This design comes from an exercise in tuning for small area, a short achievable clock period and few clock cycles on the open sky130 flow, not from production work.
Only simulation tests tie the RTL to the original design; equivalence was not proved.
Power figures rest on the tool's default switching activity, not on a simulated workload.

== main ==
Design spitfp_core, start of the top module:
module spitfp_core (
    input  wire       clk,
    input  wire       rst,         
    input  wire       in_valid,
    output wire       in_ready,
    input  wire [7:0] in_data,
    output wire       out_valid,
    input  wire       out_ready,
    output wire [7:0] out_data
);
Size: ~0.068 mm^2 of cells after synthesis.
export LEC_CHECK = 0
export CAP_MARGIN = 20
export CORE_MARGIN = 2
export CORE_UTILIZATION = 40
export CTS_CLUSTER_DIAMETER = 80
export CTS_CLUSTER_SIZE = 20
export PLACE_DENSITY = 0.6
export SETUP_SLACK_MARGIN = 5.0
export SLEW_MARGIN = 20
create_clock -name core_clock -period 8.0 [get_ports {clk}]
run.sh (not shown) runs the stock make flow with config.mk's settings and CLKGATE_MAP_FILE= SYNTH_SCRIPT=/design/flow/synth_recipe.tcl, a recipe that flattens the netlist after the stock synthesis.
Testbench counts of main, summed over its fixed seeds: cycles 160,687.
Here is what was changed in the inputs of the feature branch compared with main.
Settings: PLACE_DENSITY: 0.6 -> 0.62; CORE_UTILIZATION: 40 -> 42; CTS_CLUSTER_SIZE: 20 -> 22; CTS_CLUSTER_DIAMETER: 80 -> 60.
Results
Worst hold slack in the feature branch is 0.014 ns below main.
Delta (the feature branch minus main): internal power consumption climbed about 5.4%; post-route core utilization +2.6 points.

## run 1
Another version of the RTL of spitfp_core (not shown whole).
Size in the first run: about 5700 cells after synthesis, ~1500 flip-flops, ~22 I/O pins, roughly 0.069 sq mm of cells after synthesis.
Settings: LEC_CHECK=0, CAP_MARGIN=20, CORE_MARGIN=2, CORE_UTILIZATION=45, CTS_CLUSTER_DIAMETER=50, CTS_CLUSTER_SIZE=16, PLACE_DENSITY=0.6, SETUP_SLACK_MARGIN=5.0, SLEW_MARGIN=20; clock period 8.0 ns.
Run 1 went all the way through the flow, and no timing, DRC or antenna check failed.
Testbench counts of run 1, summed over its fixed seeds: cycles 160,687.
### run 1 -> run 2
Settings: removing CTS_CLUSTER_SIZE (formerly 16); changing CORE_UTILIZATION from 45 to 30; removing CTS_CLUSTER_DIAMETER (formerly 50); changing PLACE_DENSITY from 0.6 to 0.5.
Notes after the runs:
- Changes observed in run 2 relative to run 1: power comparable; met3 wire length now smaller; maximum net fanout on the critical path now smaller; maximum number of pins on one net before global-route repair now smaller; post-layout utilization of the core now smaller.
diff inputs: run 2 => run 3
Settings: CTS_CLUSTER_DIAMETER: unset -> 60; PLACE_DENSITY: 0.5 -> 0.6; CORE_UTILIZATION: 30 -> 40; CTS_CLUSTER_SIZE: unset -> 24.
[summary]
Summary of run 3 over run 2: core utilization picked up an extra 10 points; share of cell area taken by flip-flops and latches picked up an extra 1.5 points; count of clock-buffer cells in the layout lost 92; power lost about 6.5%. In the metrics for run 2 and run 3, the one carrying the higher number of buffers inserted during clock tree synthesis is run 2. Run comparison: run 3 end point of the critical path od_o[6]$_DFFE_PP_; run 2 end point of the critical path od_o[5]$_DFFE_PP_.
Input-level comparison between run 4 and run 3:
Settings: CTS_CLUSTER_SIZE now 20, was 24; PLACE_DENSITY now 0.65, was 0.6; CORE_UTILIZATION now 50, was 40.
[summary]
- The final reports for run 4 and run 3 show detailed-routed wire length on met2 lower in the former.
- The run showing the smaller worst relative slew slack is run 3.
- Via count of the first global-routing pass: run 4 and run 3 compared, higher one is run 4
- Row combinational cell fraction of total power: run 4 lower / run 3 higher
Changes in run 5 relative to run 4:
Settings: PLACE_DENSITY now 0.7, was 0.65; CORE_UTILIZATION now 40, was 50.
==> comparison <==
- In run 5 the power per unit of standard cell area turned out 6.1 mW/mm^2 lower than in run 4.
- Cell count (run 5 / run 4): 1.05
- Taking run 4 as the reference, in run 5 total number of vias higher, final area roughly the same.
- The total CTS buffers number comes out higher for run 4 vs run 5.
- In the reports for run 5 and run 4, the smaller worst hold slack belongs to run 4.
- Share of total power in the clock network sits lower in run 5 than in run 4.

Setup of lagoon:
Starting RTL as in the previous note.
Settings: LEC_CHECK=0, CAP_MARGIN=20, CORE_MARGIN=2, CORE_UTILIZATION=40, CTS_CLUSTER_DIAMETER=60, CTS_CLUSTER_SIZE=20, GPL_ROUTABILITY_DRIVEN=0, PLACE_DENSITY=0.6, SETUP_SLACK_MARGIN=5.0, SLEW_MARGIN=20; clock period 8.0 ns.
lagoon ran to completion and came out clean on the timing, design-rule and antenna checks.
Testbench counts of lagoon, summed over its fixed seeds: cycles 160,687.
### lagoon -> willow
# lagoon
export LEC_CHECK = 0
export CAP_MARGIN = 20
export CORE_MARGIN = 2
export CORE_UTILIZATION = 40
export CTS_CLUSTER_DIAMETER = 60
export CTS_CLUSTER_SIZE = 20
export GPL_ROUTABILITY_DRIVEN = 0
export PLACE_DENSITY = 0.6
export SETUP_SLACK_MARGIN = 5.0
export SLEW_MARGIN = 20
create_clock -name core_clock -period 8.0 [get_ports {clk}]
# willow
export LEC_CHECK = 0
export CAP_MARGIN = 20
export CORE_MARGIN = 2
export CORE_UTILIZATION = 40
export CTS_BUF_LIST = sky130_fd_sc_hd__clkbuf_8
export CTS_CLUSTER_SIZE = 20
export PLACE_DENSITY = 0.6
export SETUP_SLACK_MARGIN = 5.0
export SLEW_MARGIN = 20
create_clock -name core_clock -period 8.0 [get_ports {clk}]
Results
[diff] minimum period implied by the final worst setup slack, willow relative to lagoon: regression
The cell area number comes out lower for lagoon vs willow.
The capturing instance or port of the critical path comes out out_data[7] in one run and rb[27][3] in the other, namely in willow and lagoon respectively.
The run showing the smaller number of antenna violations at the first check in global routing is willow.
The non-clock buffer count in willow sits 19 above the value recorded for lagoon.
In willow, final worst setup slack is lower than in lagoon.
Diff lagoon -> willow: sequential standard cell area neither gained nor lost much, maximum number of pins on one net before global-route repair climbed 28%, relative max-transition margin moved up.
Total power: willow worse than lagoon
Input-level comparison between pepper and willow:
# willow
export LEC_CHECK = 0
export CAP_MARGIN = 20
export CORE_MARGIN = 2
export CORE_UTILIZATION = 40
export CTS_BUF_LIST = sky130_fd_sc_hd__clkbuf_8
export CTS_CLUSTER_SIZE = 20
export PLACE_DENSITY = 0.6
export SETUP_SLACK_MARGIN = 5.0
export SLEW_MARGIN = 20
create_clock -name core_clock -period 8.0 [get_ports {clk}]
# pepper
export LEC_CHECK = 0
export CAP_MARGIN = 20
export CORE_MARGIN = 2
export CORE_UTILIZATION = 40
export CTS_CLUSTER_DIAMETER = 60
export CTS_CLUSTER_SIZE = 20
export PLACE_DENSITY = 0.6
export SETUP_SLACK_MARGIN = 5.0
export SLEW_MARGIN = 20
create_clock -name core_clock -period 8.0 [get_ports {clk}]
### Flow results
- Post-route met1 wirelength: pepper lower than willow
- Highest metal layer with signal wires: met5 -> pepper, met4 -> willow
- Going from willow to pepper, power consumed by the clock network shrank by a little under 10%.
- [compare] base=willow new=pepper: fmax rose by 6.7 MHz, first-pass GRT wire length shows a reduction of about 1%, non-clock buffer count moved down, filler cell count in the final layout shows no meaningful change.
- Power delta (pepper − willow): favourable
- pepper completed every stage of the flow, and the final layout passed the timing, design-rule and antenna checks.
- Compared with willow, in pepper required arrival time at the worst endpoint grew by 2.13 ns, worst hold slack grew by 0.016 ns.
- pepper vs willow — via count dropped by a few percent
- Relative to willow, global routing usage on met3 decreased by 0.69 points in pepper.

## north
spitfp_core again, from the RTL that the note above started with.
Design spitfp_core, start of the top module:
module spitfp_core (
    input  wire       clk,
    input  wire       rst,         
    input  wire       in_valid,
    output wire       in_ready,
    input  wire [7:0] in_data,
    output wire       out_valid,
    input  wire       out_ready,
    output wire [7:0] out_data
);
    localparam [20:0] BAUD_MIN      = 21'd400000;
    localparam [20:0] BAUD_MAX      = 21'd2000000;
    localparam [20:0] BAUD_RESET    = 21'd1400000;
    localparam [20:0] DYN_MIN_RESET = 21'd400000;
    localparam [1:0] RX_SEEK = 2'd0;
    localparam [1:0] RX_ACC  = 2'd1;
    localparam [1:0] RX_FC   = 2'd2;
    localparam [1:0] TX_IDLE = 2'd0;
    localparam [1:0] TX_DATA = 2'd1;
    localparam [1:0] TX_ACK  = 2'd2;
    localparam [1:0] SM_SEEK  = 2'd0;
    localparam [1:0] SM_CAND  = 2'd1;
    localparam [1:0] SM_REDIR = 2'd3;
    function [31:0] sinc;
        input [31:0] x;
        sinc = (&x) ? x : x + 32'd1;
    endfunction
    function [7:0] rotl;
        input [7:0] x;
        rotl = {x[6:0], x[7]};
    endfunction
    function [7:0] rotr;
        input [7:0] x;
        rotr = {x[0], x[7:1]};
    endfunction
    reg [7:0]  rb   [0:63];      
    reg [7:0]  pbuf [0:23];      
    reg [7:0]  srx  [0:23];      
    reg [5:0]  head;
    reg [5:0]  tail;
    reg [6:0]  used;
    reg [1:0]  rx_state;
    reg [4:0]  rx_len;
    reg [4:0]  send_len;
    reg [4:0]  slot_tx_len;
    reg [4:0]  slot_rx_len;
    reg [1:0]  tx_src;
    reg [4:0]  tx_idx;
    reg        tx_sent, tx_due, tx_rel;
    reg [3:0]  tx_sl;           
    reg [7:0]  tx_sum;
    reg [3:0]  seq_cur, sls;
    reg        ack_owed;
    reg [31:0] now_reg, last_send, zero_run;
    reg [31:0] c_eack, c_efr, c_emsg, c_eovf, c_brick, c_brlet;
    reg [20:0] baud_cfg, baud_cur, baud_new, dyn_min;
    reg        baud_change, dyn_en;
    reg [7:0] ib0, ib1;
    reg [11:0] id0;             
    reg       iv0, iv1;
    reg       in_rdy;
    assign in_ready = in_rdy;
    wire in_fire = in_valid & in_rdy;
    function [11:0] opdec;
        input [7:0] x;
        begin
            opdec[0]  = (x == 8'h01);
            opdec[1]  = (x == 8'h02);
  ...
Settings: LEC_CHECK=0, CAP_MARGIN=20, CORE_MARGIN=2, CORE_UTILIZATION=35, CTS_CLUSTER_DIAMETER=60, CTS_CLUSTER_SIZE=20, PLACE_DENSITY=0.55, SETUP_SLACK_MARGIN=5.0, SLEW_MARGIN=20; clock period 8.0 ns.
Testbench counts of north, summed over its fixed seeds: cycles 160,687.
## Diff of input files: south against north
# north
export LEC_CHECK = 0
export CAP_MARGIN = 20
export CORE_MARGIN = 2
export CORE_UTILIZATION = 35
export CTS_CLUSTER_DIAMETER = 60
export CTS_CLUSTER_SIZE = 20
export PLACE_DENSITY = 0.55
export SETUP_SLACK_MARGIN = 5.0
export SLEW_MARGIN = 20
create_clock -name core_clock -period 8.0 [get_ports {clk}]
# south
export LEC_CHECK = 0
export CAP_MARGIN = 20
export CORE_MARGIN = 2
export CORE_UTILIZATION = 40
export PLACE_DENSITY = 0.6
export SETUP_SLACK_MARGIN = 5.0
export SLEW_MARGIN = 20
export TNS_END_PERCENT = 10
create_clock -name core_clock -period 8.0 [get_ports {clk}]
--- outcome ---
- For worst hold slack, south and north come out practically identical.
- Density: south denser than north
- Comparing north and south, power consumption is higher on south.
- south reports its termination of the worst setup path as od_o[6]$_DFFE_PP_ while north reports od_o[1]$_DFFE_PP_.
- Side by side, count of buffers not belonging to the clock network in the layout turned out lower in south than in north.
## Diff of input files: east against south
# south
export LEC_CHECK = 0
export CAP_MARGIN = 20
export CORE_MARGIN = 2
export CORE_UTILIZATION = 40
export PLACE_DENSITY = 0.6
export SETUP_SLACK_MARGIN = 5.0
export SLEW_MARGIN = 20
export TNS_END_PERCENT = 10
create_clock -name core_clock -period 8.0 [get_ports {clk}]
# east
export LEC_CHECK = 0
export CAP_MARGIN = 20
export CORE_MARGIN = 2
export CORE_UTILIZATION = 40
export PLACE_DENSITY = 0.6
export SETUP_SLACK_MARGIN = 5.0
export SLEW_MARGIN = 20
create_clock -name core_clock -period 8.0 [get_ports {clk}]
--- outcome ---
Where total length of routed wires is concerned, south is better than east. From east to south, synthesis-stage register bit count did not move at all. Sort south and east by via count, ascending, and south comes first. Looking at south and east, the mean routed wirelength per cell is a wash. Instance area after placement: south vs east — no meaningful difference. There was hardly any difference in cell area power density between east and south. east ends up with higher final instance count without filler cells than south does. Maximum number of pins on one net before global-route repair of east falls short of that of south by a few percent. Compared with south, east shows a clock latency of the later-clocked register in the worst-skew pair that is 0.03 ns higher. Summary: setup slack, east better than south. Of south and east, the lower wire length of the first global-routing pass belongs to south.

## what the ideal ports hide
How much do the figures lean on ideal ports? The routed layouts below were timed once more, with nothing changed but the port constraints. Step 1, drivers: a clkbuf_16 drives clk and a buf_2 each remaining input, both assumed. Step 2 adds t to the input delays and takes it off the output delays; t is the mean of the earliest and latest rising clock arrival at the registers after step 1. Input paths then give back, and output paths get back, about the clock's delay inside the block. a / b / c = ideal ports / drivers / drivers and shift; a / b = the first two.
run | t (ns) | slack for setup (ns) | worst setup path at the end | worst data-port slew with drivers (ns)
main | 0.835 | 4.880 / 4.880 / 4.300 | input to register | 0.08
the feature branch | 0.845 | 4.791 / 4.791 / 4.233 | input to register | 0.04
run 1 | 0.899 | 4.872 / 4.872 / 4.279 | input to register | 0.04
run 2 | 0.882 | 4.868 / 4.868 / 4.347 | input to register | 0.07
run 3 | 0.857 | 4.862 / 4.862 / 4.333 | input to register | 0.03
run 4 | 0.843 | 4.863 / 4.863 / 4.387 | input to register | 0.17
run 5 | 0.845 | 4.762 / 4.750 / 4.204 | input to register | 0.03
lagoon | 0.857 | 4.865 / 4.865 / 4.389 | input to register | 0.04
willow | 1.073 | 4.786 / 4.706 / 4.010 | input to register | 0.03
pepper | 0.871 | 4.854 / 4.854 / 4.357 | input to register | 0.03
north | 0.863 | 4.839 / 4.839 / 4.300 | input to register | 0.07
south | 0.881 | 4.698 / 4.698 / 4.257 | input to register | 0.04
east | 0.899 | 4.841 / 4.841 / 4.360 | input to register | 0.03
After both steps every run listed still meets setup and hold. The setup slack of willow, which loses most, moves by -0.080 ns with the drivers and by -0.776 ns with both steps.
